Background: an optimization exercise with open tools, aiming at small area, a short achievable clock period and few clock cycles. Do not read the settings as production practice. RTL that was checked went through simulation tests only; none was proved equivalent to the original. The flow treats the clock pin as an ideal source. Dropping or thinning the clock tree relies on that and would not hold on a real chip. Power is estimated from default activity; no workload was simulated.

// zre_rot
module zre_rot (
    input  wire       clk,
    input  wire       rst,
    input  wire       start,
    input  wire [1:0] mode,
    input  wire [4:0] width,      
    input  wire [4:0] height,     
    input  wire       pix_valid,
    input  wire       pix,
    output reg        out_valid,
    output reg  [7:0] out_byte,
    output reg        out_last
);
==> flow/config.mk <==
export PLATFORM = sky130hd
export DESIGN_NAME = zre_rot
export DESIGN_NICKNAME = zre_rot
export VERILOG_FILES = /design/flow/design.v
export SDC_FILE = /design/flow/constraint.sdc
export NUM_CORES = 4
export LEC_CHECK = 0
export CAP_MARGIN = 5
export CORE_MARGIN = 2
export CORE_UTILIZATION = 65
export PLACE_DENSITY = 0.75
export SLEW_MARGIN = 5
export SYNTH_MEMORY_MAX_BITS = 4096
export BUFFER_PORTS_ARGS = -buffer_cell sky130_fd_sc_hd__buf_2
export PRE_CTS_TCL = /design/flow/flow/manual_cts.tcl
export SETUP_SLACK_MARGIN = 7.0
==> flow/constraint.sdc <==
create_clock -name core_clock -period 10.0 [get_ports {clk}]
set_input_delay 2.0000 -clock core_clock [delete_from_list [all_inputs] [get_ports {clk}]]
set_output_delay 2.0000 -clock core_clock [all_outputs]
set_load 0.01 [all_outputs]
standard.sh (not shown) runs the stock make flow with config.mk's settings and CLKGATE_MAP_FILE= SYNTH_SCRIPT=/design/flow/synth_recipe.tcl, a recipe that flattens the netlist after the stock synthesis.
==> flow/flow/run.sh <==
#!/bin/bash
# The standard ORFS layout (standard.sh: standard synthesis, floorplan,
# placement, CTS, routing) with a few settings of its steps changed:
#  - port buffers are plain buffers (buf_2) instead of the delay cells that
#    buffer_ports picks by itself,
#  - the clock tree is a balanced two-level tree of clkbuf_16 built by
#    flow/manual_cts.tcl (PRE_CTS_TCL) instead of TritonCTS,
#  - repair_timing aims at 7.0 ns of setup slack on the design's 10 ns clock
#    (the SDC is the standard flow's, unchanged).
# make's full output goes to standard.log; ORFS keeps each step's log under
# orfs/logs/.
set -euo pipefail
cat >> config.mk <<EOC
export BUFFER_PORTS_ARGS = -buffer_cell sky130_fd_sc_hd__buf_2
export PRE_CTS_TCL = $PWD/flow/manual_cts.tcl
export SETUP_SLACK_MARGIN = 7.0
EOC
bash standard.sh > standard.log 2>&1
Other scripts of this flow, unchanged in this note and not shown: flow/flow/manual_cts.tcl
The starting point finished with timing, DRC and antenna clean.
Then changed:
--- a/flow/flow/run.sh
+++ b/flow/flow/run.sh
@@ -6,5 +6,5 @@
 #  - the clock tree is a balanced two-level tree of clkbuf_16 built by
 #    flow/manual_cts.tcl (PRE_CTS_TCL) instead of TritonCTS,
-#  - repair_timing aims at 7.0 ns of setup slack on the design's 10 ns clock
+#  - repair_timing aims at 7.25 ns of setup slack on the design's 10 ns clock
 #    (the SDC is the standard flow's, unchanged).
 # make's full output goes to standard.log; ORFS keeps each step's log under
@@ -14,5 +14,5 @@
 export BUFFER_PORTS_ARGS = -buffer_cell sky130_fd_sc_hd__buf_2
 export PRE_CTS_TCL = $PWD/flow/manual_cts.tcl
-export SETUP_SLACK_MARGIN = 7.0
+export SETUP_SLACK_MARGIN = 7.25
 EOC
 bash standard.sh > standard.log 2>&1
Settings changed: SETUP_SLACK_MARGIN 7.0 to 7.25.
What happened: The changed run finished clean; routed wire length fell by 0.95%; critical path depth fell by 5; sequential share of layout area fell by 0.95 points; die area does not change; power rose by 1.2%; worst setup slack gains 0.024 ns; combinational power rose by about 8%; final area rose by 1.5%; fmax rose by 0.86%; utilization rose by 1.1 points.
Then changed:
--- a/flow/flow/run.sh
+++ b/flow/flow/run.sh
@@ -6,5 +6,5 @@
 #  - the clock tree is a balanced two-level tree of clkbuf_16 built by
 #    flow/manual_cts.tcl (PRE_CTS_TCL) instead of TritonCTS,
-#  - repair_timing aims at 7.25 ns of setup slack on the design's 10 ns clock
+#  - repair_timing aims at 7.15 ns of setup slack on the design's 10 ns clock
 #    (the SDC is the standard flow's, unchanged).
 # make's full output goes to standard.log; ORFS keeps each step's log under
@@ -14,5 +14,5 @@
 export BUFFER_PORTS_ARGS = -buffer_cell sky130_fd_sc_hd__buf_2
 export PRE_CTS_TCL = $PWD/flow/manual_cts.tcl
-export SETUP_SLACK_MARGIN = 7.25
+export SETUP_SLACK_MARGIN = 7.15
 EOC
 bash standard.sh > standard.log 2>&1
Settings changed: SETUP_SLACK_MARGIN 7.25 to 7.15.
Result: The changed run completed with no timing, DRC or antenna violations. Setup slack gets worse by 0.0052 ns. Synthesized area is unchanged. Cell area falls by 0.74%. Combinational power went down by about 5%. Via count went up by 0.30%. Critical path depth is unchanged. Utilization drops by 0.54 points.
Function was not checked in any run of this note: the RTL went through the layout flow alone. No run of this note takes its clock network from TritonCTS; it comes from the design's own scripts or RTL.

Setup of indigo:
zre_rot, a different RTL version from the one above (not shown whole).
Size in the first run: about 680 cells after synthesis, roughly 290 flip-flops.
Settings: LEC_CHECK=0, CAP_MARGIN=5, CORE_MARGIN=2, CORE_UTILIZATION=65, PLACE_DENSITY=0.75, SLEW_MARGIN=5, SYNTH_MEMORY_MAX_BITS=4096, BUFFER_PORTS_ARGS=-buffer_cell sky130_fd_sc_hd__buf_2, PRE_CTS_TCL=/design/flow/flow/manual_cts.tcl, SETUP_SLACK_MARGIN=7.15; clock period 10.0 ns.
==> flow/flow/run.sh <==
#!/bin/bash
# The standard ORFS layout (standard.sh: standard synthesis, floorplan,
# placement, CTS, routing) with a few settings of its steps changed:
#  - port buffers are plain buffers (buf_2) instead of the delay cells that
#    buffer_ports picks by itself,
#  - the clock tree is a balanced two-level tree of clkbuf_16 built by
#    flow/manual_cts.tcl (PRE_CTS_TCL) instead of TritonCTS,
#  - repair_timing aims at 7.15 ns of setup slack on the design's 10 ns clock
#    (the SDC is the standard flow's, unchanged).
# make's full output goes to standard.log; ORFS keeps each step's log under
# orfs/logs/.
set -euo pipefail
cat >> config.mk <<EOC
export BUFFER_PORTS_ARGS = -buffer_cell sky130_fd_sc_hd__buf_2
export PRE_CTS_TCL = $PWD/flow/manual_cts.tcl
export SETUP_SLACK_MARGIN = 7.15
EOC
bash standard.sh > standard.log 2>&1
==> flow/flow/manual_cts.tcl <==
# Clock tree for this design, used in place of TritonCTS (sourced as
# PRE_CTS_TCL by ORFS's cts.tcl, it replaces the clock_tree_synthesis command).
#
# Two buffer levels, both balanced: the register clock pins are split into
# NB2 clusters of (nearly) equal size by k-means, each driven by one leaf
# buffer at the cluster's centre; the leaf buffers are split the same way
# into NB1 groups, each driven by one mid buffer that the clock port drives.
# The clock port thus drives NB1 (<= 4) buffer inputs.
# Two-level clock tree: port -> NB1 mid buffers -> NB2 leaf buffers -> register clock pins.
proc kmeans {pts nb iters} {
  # pts: list of {x y}; returns list of assignments and centres
  set n [llength $pts]
  set sorted [lsort -real -index 0 $pts]
  set cx {}; set cy {}
  for {set k 0} {$k < $nb} {incr k} {
    set s [lindex $sorted [expr {int(($k + 0.5) * $n / $nb)}]]
    lappend cx [lindex $s 0]; lappend cy [lindex $s 1]
  }
  for {set iter 0} {$iter < $iters} {incr iter} {
    set assign {}
    foreach s $pts {
      set best 0; set bd 1e30
      for {set k 0} {$k < $nb} {incr k} {
        set d [expr {hypot([lindex $s 0]-[lindex $cx $k], [lindex $s 1]-[lindex $cy $k])}]
        if {$d < $bd} {set bd $d; set best $k}
      }
      lappend assign $best
    }
    set sx [lrepeat $nb 0.0]; set sy [lrepeat $nb 0.0]; set cnt [lrepeat $nb 0]
    foreach s $pts a $assign {
      lset sx $a [expr {[lindex $sx $a] + [lindex $s 0]}]
      lset sy $a [expr {[lindex $sy $a] + [lindex $s 1]}]
      lset cnt $a [expr {[lindex $cnt $a] + 1}]
    }
    for {set k 0} {$k < $nb} {incr k} {
      if {[lindex $cnt $k] > 0} {
        lset cx $k [expr {[lindex $sx $k] / [lindex $cnt $k]}]
        lset cy $k [expr {[lindex $sy $k] / [lindex $cnt $k]}]
      }
    }
  }
  return [list $assign $cx $cy $cnt]
}


proc balance {pts nb la lcx lcy lcnt extra} {
  # rebalance: greedy capacity-limited assignment to the k-means centres,
  # then recentre, a few rounds
  set n [llength $pts]
  set cap [expr {($n + $nb - 1) / $nb + $extra}]
  for {set round 0} {$round < 6} {incr round} {
    set triples {}
    set i 0
    foreach s $pts {
      for {set k 0} {$k < $nb} {incr k} {
        lappend triples [list [expr {hypot([lindex $s 0]-[lindex $lcx $k], [lindex $s 1]-[lindex $lcy $k])}] $i $k]
      }
      incr i
    }
    set la [lrepeat $n -1]
    set lcnt [lrepeat $nb 0]
    foreach t [lsort -real -index 0 $triples] {
      lassign $t d i k
      if {[lindex $la $i] >= 0 || [lindex $lcnt $k] >= $cap} continue
      lset la $i $k
      lset lcnt $k [expr {[lindex $lcnt $k] + 1}]
    }
    set sx [lrepeat $nb 0.0]; set sy [lrepeat $nb 0.0]
    foreach s $pts a $la {
      lset sx $a [expr {[lindex $sx $a] + [lindex $s 0]}]
      lset sy $a [expr {[lindex $sy $a] + [lindex $s 1]}]
    }
    for {set k 0} {$k < $nb} {incr k} {
      if {[lindex $lcnt $k] > 0} {
        lset lcx $k [expr {[lindex $sx $k] / [lindex $lcnt $k]}]
        lset lcy $k [expr {[lindex $sy $k] / [lindex $lcnt $k]}]
      }
    }
  }
  return [list $la $lcx $lcy $lcnt]
}

proc add_buf {block master name in_net cx cy} {
  set inst [odb::dbInst_create $block $master $name]
  set net [odb::dbNet_create $block "${name}_net"]
  $net setSigType CLOCK
  [$inst findITerm A] connect $in_net
  [$inst findITerm X] connect $net
  $inst setLocation [expr {int($cx)}] [expr {int($cy)}]
  $inst setPlacementStatus PLACED
  return $net
}

proc manual_cts2 {nb1 nb2 midbuf leafbuf} {
  set db [ord::get_db]
  set block [ord::get_db_block]
  set clk_net [$block findNet clk]
  $clk_net setSigType CLOCK
  set sinks {}; set pts {}
  foreach it [$clk_net getITerms] {
    set bb [[$it getInst] getBBox]
    lappend sinks $it
    lappend pts [list [expr {([$bb xMin]+[$bb xMax])/2.0}] [expr {([$bb yMin]+[$bb yMax])/2.0}]]
  }
  lassign [kmeans $pts $nb2 60] la lcx lcy lcnt
  lassign [balance $pts $nb2 $la $lcx $lcy $lcnt 1] la lcx lcy lcnt
  puts "manual_cts2: leaf cluster sizes $lcnt"
  set lpts {}
  for {set k 0} {$k < $nb2} {incr k} { lappend lpts [list [lindex $lcx $k] [lindex $lcy $k]] }
  lassign [kmeans $lpts $nb1 60] ma mcx mcy mcnt
  lassign [balance $lpts $nb1 $ma $mcx $mcy $mcnt 0] ma mcx mcy mcnt
  puts "manual_cts2: mid cluster sizes $mcnt"
  set mm [$db findMaster $midbuf]
  set lm [$db findMaster $leafbuf]
  for {set m 0} {$m < $nb1} {incr m} {
    set mnet($m) [add_buf $block $mm "clkbuf_mid_$m" $clk_net [lindex $mcx $m] [lindex $mcy $m]]
  }
  for {set k 0} {$k < $nb2} {incr k} {
    set lnet($k) [add_buf $block $lm "clkbuf_leaf_$k" $mnet([lindex $ma $k]) [lindex $lcx $k] [lindex $lcy $k]]
  }
  foreach it $sinks a $la {
    $it disconnect
    $it connect $lnet($a)
  }
}

set ::mcts_nb1 4
set ::mcts_nb2 13
rename clock_tree_synthesis __tritoncts_clock_tree_synthesis
proc clock_tree_synthesis {args} {
  manual_cts2 $::mcts_nb1 $::mcts_nb2 sky130_fd_sc_hd__clkbuf_16 sky130_fd_sc_hd__clkbuf_16
}
indigo: flow completed, timing, DRC and antenna clean
Testbench counts of indigo, summed over its fixed seeds: cycles 94,156.
Here is what was changed in the inputs of raven compared with indigo.
--- a/flow/flow/manual_cts.tcl
+++ b/flow/flow/manual_cts.tcl
@@ -126,5 +126,5 @@
 
 set ::mcts_nb1 4
-set ::mcts_nb2 13
+set ::mcts_nb2 12
 rename clock_tree_synthesis __tritoncts_clock_tree_synthesis
 proc clock_tree_synthesis {args} {
--- a/flow/config.mk
+++ b/flow/config.mk
@@ -6,4 +6,5 @@
 export NUM_CORES = 4
 export LEC_CHECK = 0
+export ABC_AREA = 1
 export CAP_MARGIN = 5
 export CORE_MARGIN = 2
==> results.txt <==
- Across both runs, synthesized-area fraction occupied by and/or/nand/nor cells was higher for raven than for indigo.
- Average detailed-routed wire length per instance: raven lower than indigo
- indigo has lower pin count of the biggest net entering global routing than raven.
- [compare] base=indigo new=raven: final total power essentially unchanged; well-tap cell count increased 14%; number of max-cap violations essentially unchanged.
- [raven] via count of the first global-routing pass rose 19% relative to indigo
- For indigo, the source of the critical timing path was out_byte[5], unlike raven, where it was out_byte[3].
- Going from indigo to raven, proportion of power drawn by combinational gates shows an increase of 0.4 points, share of the synthesized area in compound gates (AO/OA/AOI/OAI) shows an increase of 7.1 points, post-route worst setup slack shows an increase of 0.0092 ns.
- A capture point of the critical path of out_byte[3] is what raven shows, while out_byte[5] belongs to indigo.
For amber, these inputs were changed with respect to raven:
--- a/flow/flow/run.sh
+++ b/flow/flow/run.sh
@@ -6,5 +6,5 @@
 #  - the clock tree is a balanced two-level tree of clkbuf_16 built by
 #    flow/manual_cts.tcl (PRE_CTS_TCL) instead of TritonCTS,
-#  - repair_timing aims at 7.15 ns of setup slack on the design's 10 ns clock
+#  - repair_timing aims at 7.25 ns of setup slack on the design's 10 ns clock
 #    (the SDC is the standard flow's, unchanged).
 # make's full output goes to standard.log; ORFS keeps each step's log under
@@ -14,5 +14,5 @@
 export BUFFER_PORTS_ARGS = -buffer_cell sky130_fd_sc_hd__buf_2
 export PRE_CTS_TCL = $PWD/flow/manual_cts.tcl
-export SETUP_SLACK_MARGIN = 7.15
+export SETUP_SLACK_MARGIN = 7.25
 EOC
 bash standard.sh > standard.log 2>&1
--- a/flow/flow/manual_cts.tcl
+++ b/flow/flow/manual_cts.tcl
@@ -129,4 +129,4 @@
 rename clock_tree_synthesis __tritoncts_clock_tree_synthesis
 proc clock_tree_synthesis {args} {
-  manual_cts2 $::mcts_nb1 $::mcts_nb2 sky130_fd_sc_hd__clkbuf_16 sky130_fd_sc_hd__clkbuf_16
+  manual_cts2 $::mcts_nb1 $::mcts_nb2 sky130_fd_sc_hd__buf_12 sky130_fd_sc_hd__buf_16
 }
--- a/flow/config.mk
+++ b/flow/config.mk
@@ -6,5 +6,4 @@
 export NUM_CORES = 4
 export LEC_CHECK = 0
-export ABC_AREA = 1
 export CAP_MARGIN = 5
 export CORE_MARGIN = 2
@@ -15,3 +14,3 @@
 export BUFFER_PORTS_ARGS = -buffer_cell sky130_fd_sc_hd__buf_2
 export PRE_CTS_TCL = /design/flow/flow/manual_cts.tcl
-export SETUP_SLACK_MARGIN = 7.15
+export SETUP_SLACK_MARGIN = 7.25
==> results.txt <==
- Taking raven as the reference, in amber distinct cell type count after synthesis +22; non-clock inverter instance count of the final layout went down; time the worst path needs with I/O delays and setup lower.
- Register share of the cell area: raven and amber compared, lower one is raven
- Of the two candidates, raven has the worse cell area and amber the better one.
- ~same sequential cell count in raven and amber
No run of this note takes its clock network from TritonCTS; it comes from the design's own scripts or RTL.

Starting RTL as in the previous note.
==> flow/design.v (excerpt) <==
module zre_rot (
    input  wire       clk,
    input  wire       rst,
    input  wire       start,
    input  wire [1:0] mode,
    input  wire [4:0] width,      
    input  wire [4:0] height,     
    input  wire       pix_valid,
    input  wire       pix,
    output reg        out_valid,
    output reg  [7:0] out_byte,
    output reg        out_last
);
==> flow/config.mk <==
export PLATFORM = sky130hd
export DESIGN_NAME = zre_rot
export DESIGN_NICKNAME = zre_rot
export VERILOG_FILES = /design/flow/design.v
export SDC_FILE = /design/flow/constraint.sdc
export NUM_CORES = 4
export LEC_CHECK = 0
export CAP_MARGIN = 5
export CORE_MARGIN = 2
export CORE_UTILIZATION = 65
export PLACE_DENSITY = 0.8
export SLEW_MARGIN = 5
export SYNTH_MEMORY_MAX_BITS = 4096
export BUFFER_PORTS_ARGS = -buffer_cell sky130_fd_sc_hd__buf_2
export PRE_CTS_TCL = /design/flow/flow/manual_cts.tcl
export SETUP_SLACK_MARGIN = 7.15
==> flow/constraint.sdc <==
create_clock -name core_clock -period 10.0 [get_ports {clk}]
set_input_delay 2.0000 -clock core_clock [delete_from_list [all_inputs] [get_ports {clk}]]
set_output_delay 2.0000 -clock core_clock [all_outputs]
set_load 0.01 [all_outputs]
==> flow/flow/run.sh <==
#!/bin/bash
# The standard ORFS layout (standard.sh: standard synthesis, floorplan,
# placement, CTS, routing) with a few settings of its steps changed:
#  - port buffers are plain buffers (buf_2) instead of the delay cells that
#    buffer_ports picks by itself,
#  - the clock tree is a balanced two-level tree of clkbuf_16 built by
#    flow/manual_cts.tcl (PRE_CTS_TCL) instead of TritonCTS,
#  - repair_timing aims at 7.15 ns of setup slack on the design's 10 ns clock
#    (the SDC is the standard flow's, unchanged).
# make's full output goes to standard.log; ORFS keeps each step's log under
# orfs/logs/.
set -euo pipefail
cat >> config.mk <<EOC
export BUFFER_PORTS_ARGS = -buffer_cell sky130_fd_sc_hd__buf_2
export PRE_CTS_TCL = $PWD/flow/manual_cts.tcl
export SETUP_SLACK_MARGIN = 7.15
EOC
bash standard.sh > standard.log 2>&1
Other scripts of this flow, unchanged in this note and not shown: flow/flow/manual_cts.tcl
The starting point ran to the end with no violations.
Testbench counts at the start, summed over its fixed seeds: cycles 94,156.
Edit:
--- a/flow/flow/run.sh
+++ b/flow/flow/run.sh
@@ -6,5 +6,5 @@
 #  - the clock tree is a balanced two-level tree of clkbuf_16 built by
 #    flow/manual_cts.tcl (PRE_CTS_TCL) instead of TritonCTS,
-#  - repair_timing aims at 7.15 ns of setup slack on the design's 10 ns clock
+#  - repair_timing aims at 7.1 ns of setup slack on the design's 10 ns clock
 #    (the SDC is the standard flow's, unchanged).
 # make's full output goes to standard.log; ORFS keeps each step's log under
@@ -14,5 +14,5 @@
 export BUFFER_PORTS_ARGS = -buffer_cell sky130_fd_sc_hd__buf_2
 export PRE_CTS_TCL = $PWD/flow/manual_cts.tcl
-export SETUP_SLACK_MARGIN = 7.15
+export SETUP_SLACK_MARGIN = 7.1
 EOC
 bash standard.sh > standard.log 2>&1
- PLACE_DENSITY: 0.8 -> 0.75
- SETUP_SLACK_MARGIN: 7.15 -> 7.1
Result:
- The changed run passed the timing, DRC and antenna checks
- design area stays flat
- die area is unchanged
- worst hold slack improves by 0.0071 ns
- worst setup slack improves by 0.011 ns
- routed wire length barely changes
- via count is about the same
- combinational power stays flat
- sequential share of layout area climbs by 0.17 points
- area after synthesis does not change
No run of this note takes its clock network from TritonCTS; it comes from the design's own scripts or RTL.

-- static timing again, ports no longer ideal --
The flow's constraints put no driver on any port. The routed layouts listed below were extracted and timed again, unchanged, in two steps. Step 1, drivers: a clkbuf_16 drives clk and a buf_2 each remaining input, both assumed. Step 2 times the ports against the registers' clock, not the clock port: input delays grow and output delays shrink by t, the midpoint of the rising clock arrivals with the driver on. Three values: ideal, step 1, step 2; two values: the first two.
run | shift t [ns] | slack for setup (ns) | worst setup path after step 2 | worst data-port slew with drivers (ns)
the first run of note 1 | 0.398 | 7.211 / 7.129 / 7.074 | input to register | 0.04
the second run of note 1 | 0.397 | 7.234 / 7.139 / 7.149 | input to register | 0.06
the third run of note 1 | 0.398 | 7.229 / 7.130 / 7.155 | input to register | 0.04
indigo | 0.391 | 7.232 / 7.135 / 7.142 | input to register | 0.04
raven | 0.394 | 7.241 / 7.147 / 7.156 | input to register | 0.04
amber | 0.364 | 7.277 / 7.177 / 7.178 | input to register | 0.05
the first run of note 3 | 0.395 | 7.228 / 7.136 / 7.163 | input to register | 0.03
the second run of note 3 | 0.394 | 7.239 / 7.146 / 7.089 | input to register | 0.04
After both steps setup and hold are still met in every run listed. The setup slack of the second run of note 3, which loses most, moves by -0.093 ns with the drivers and by -0.150 ns with both steps.
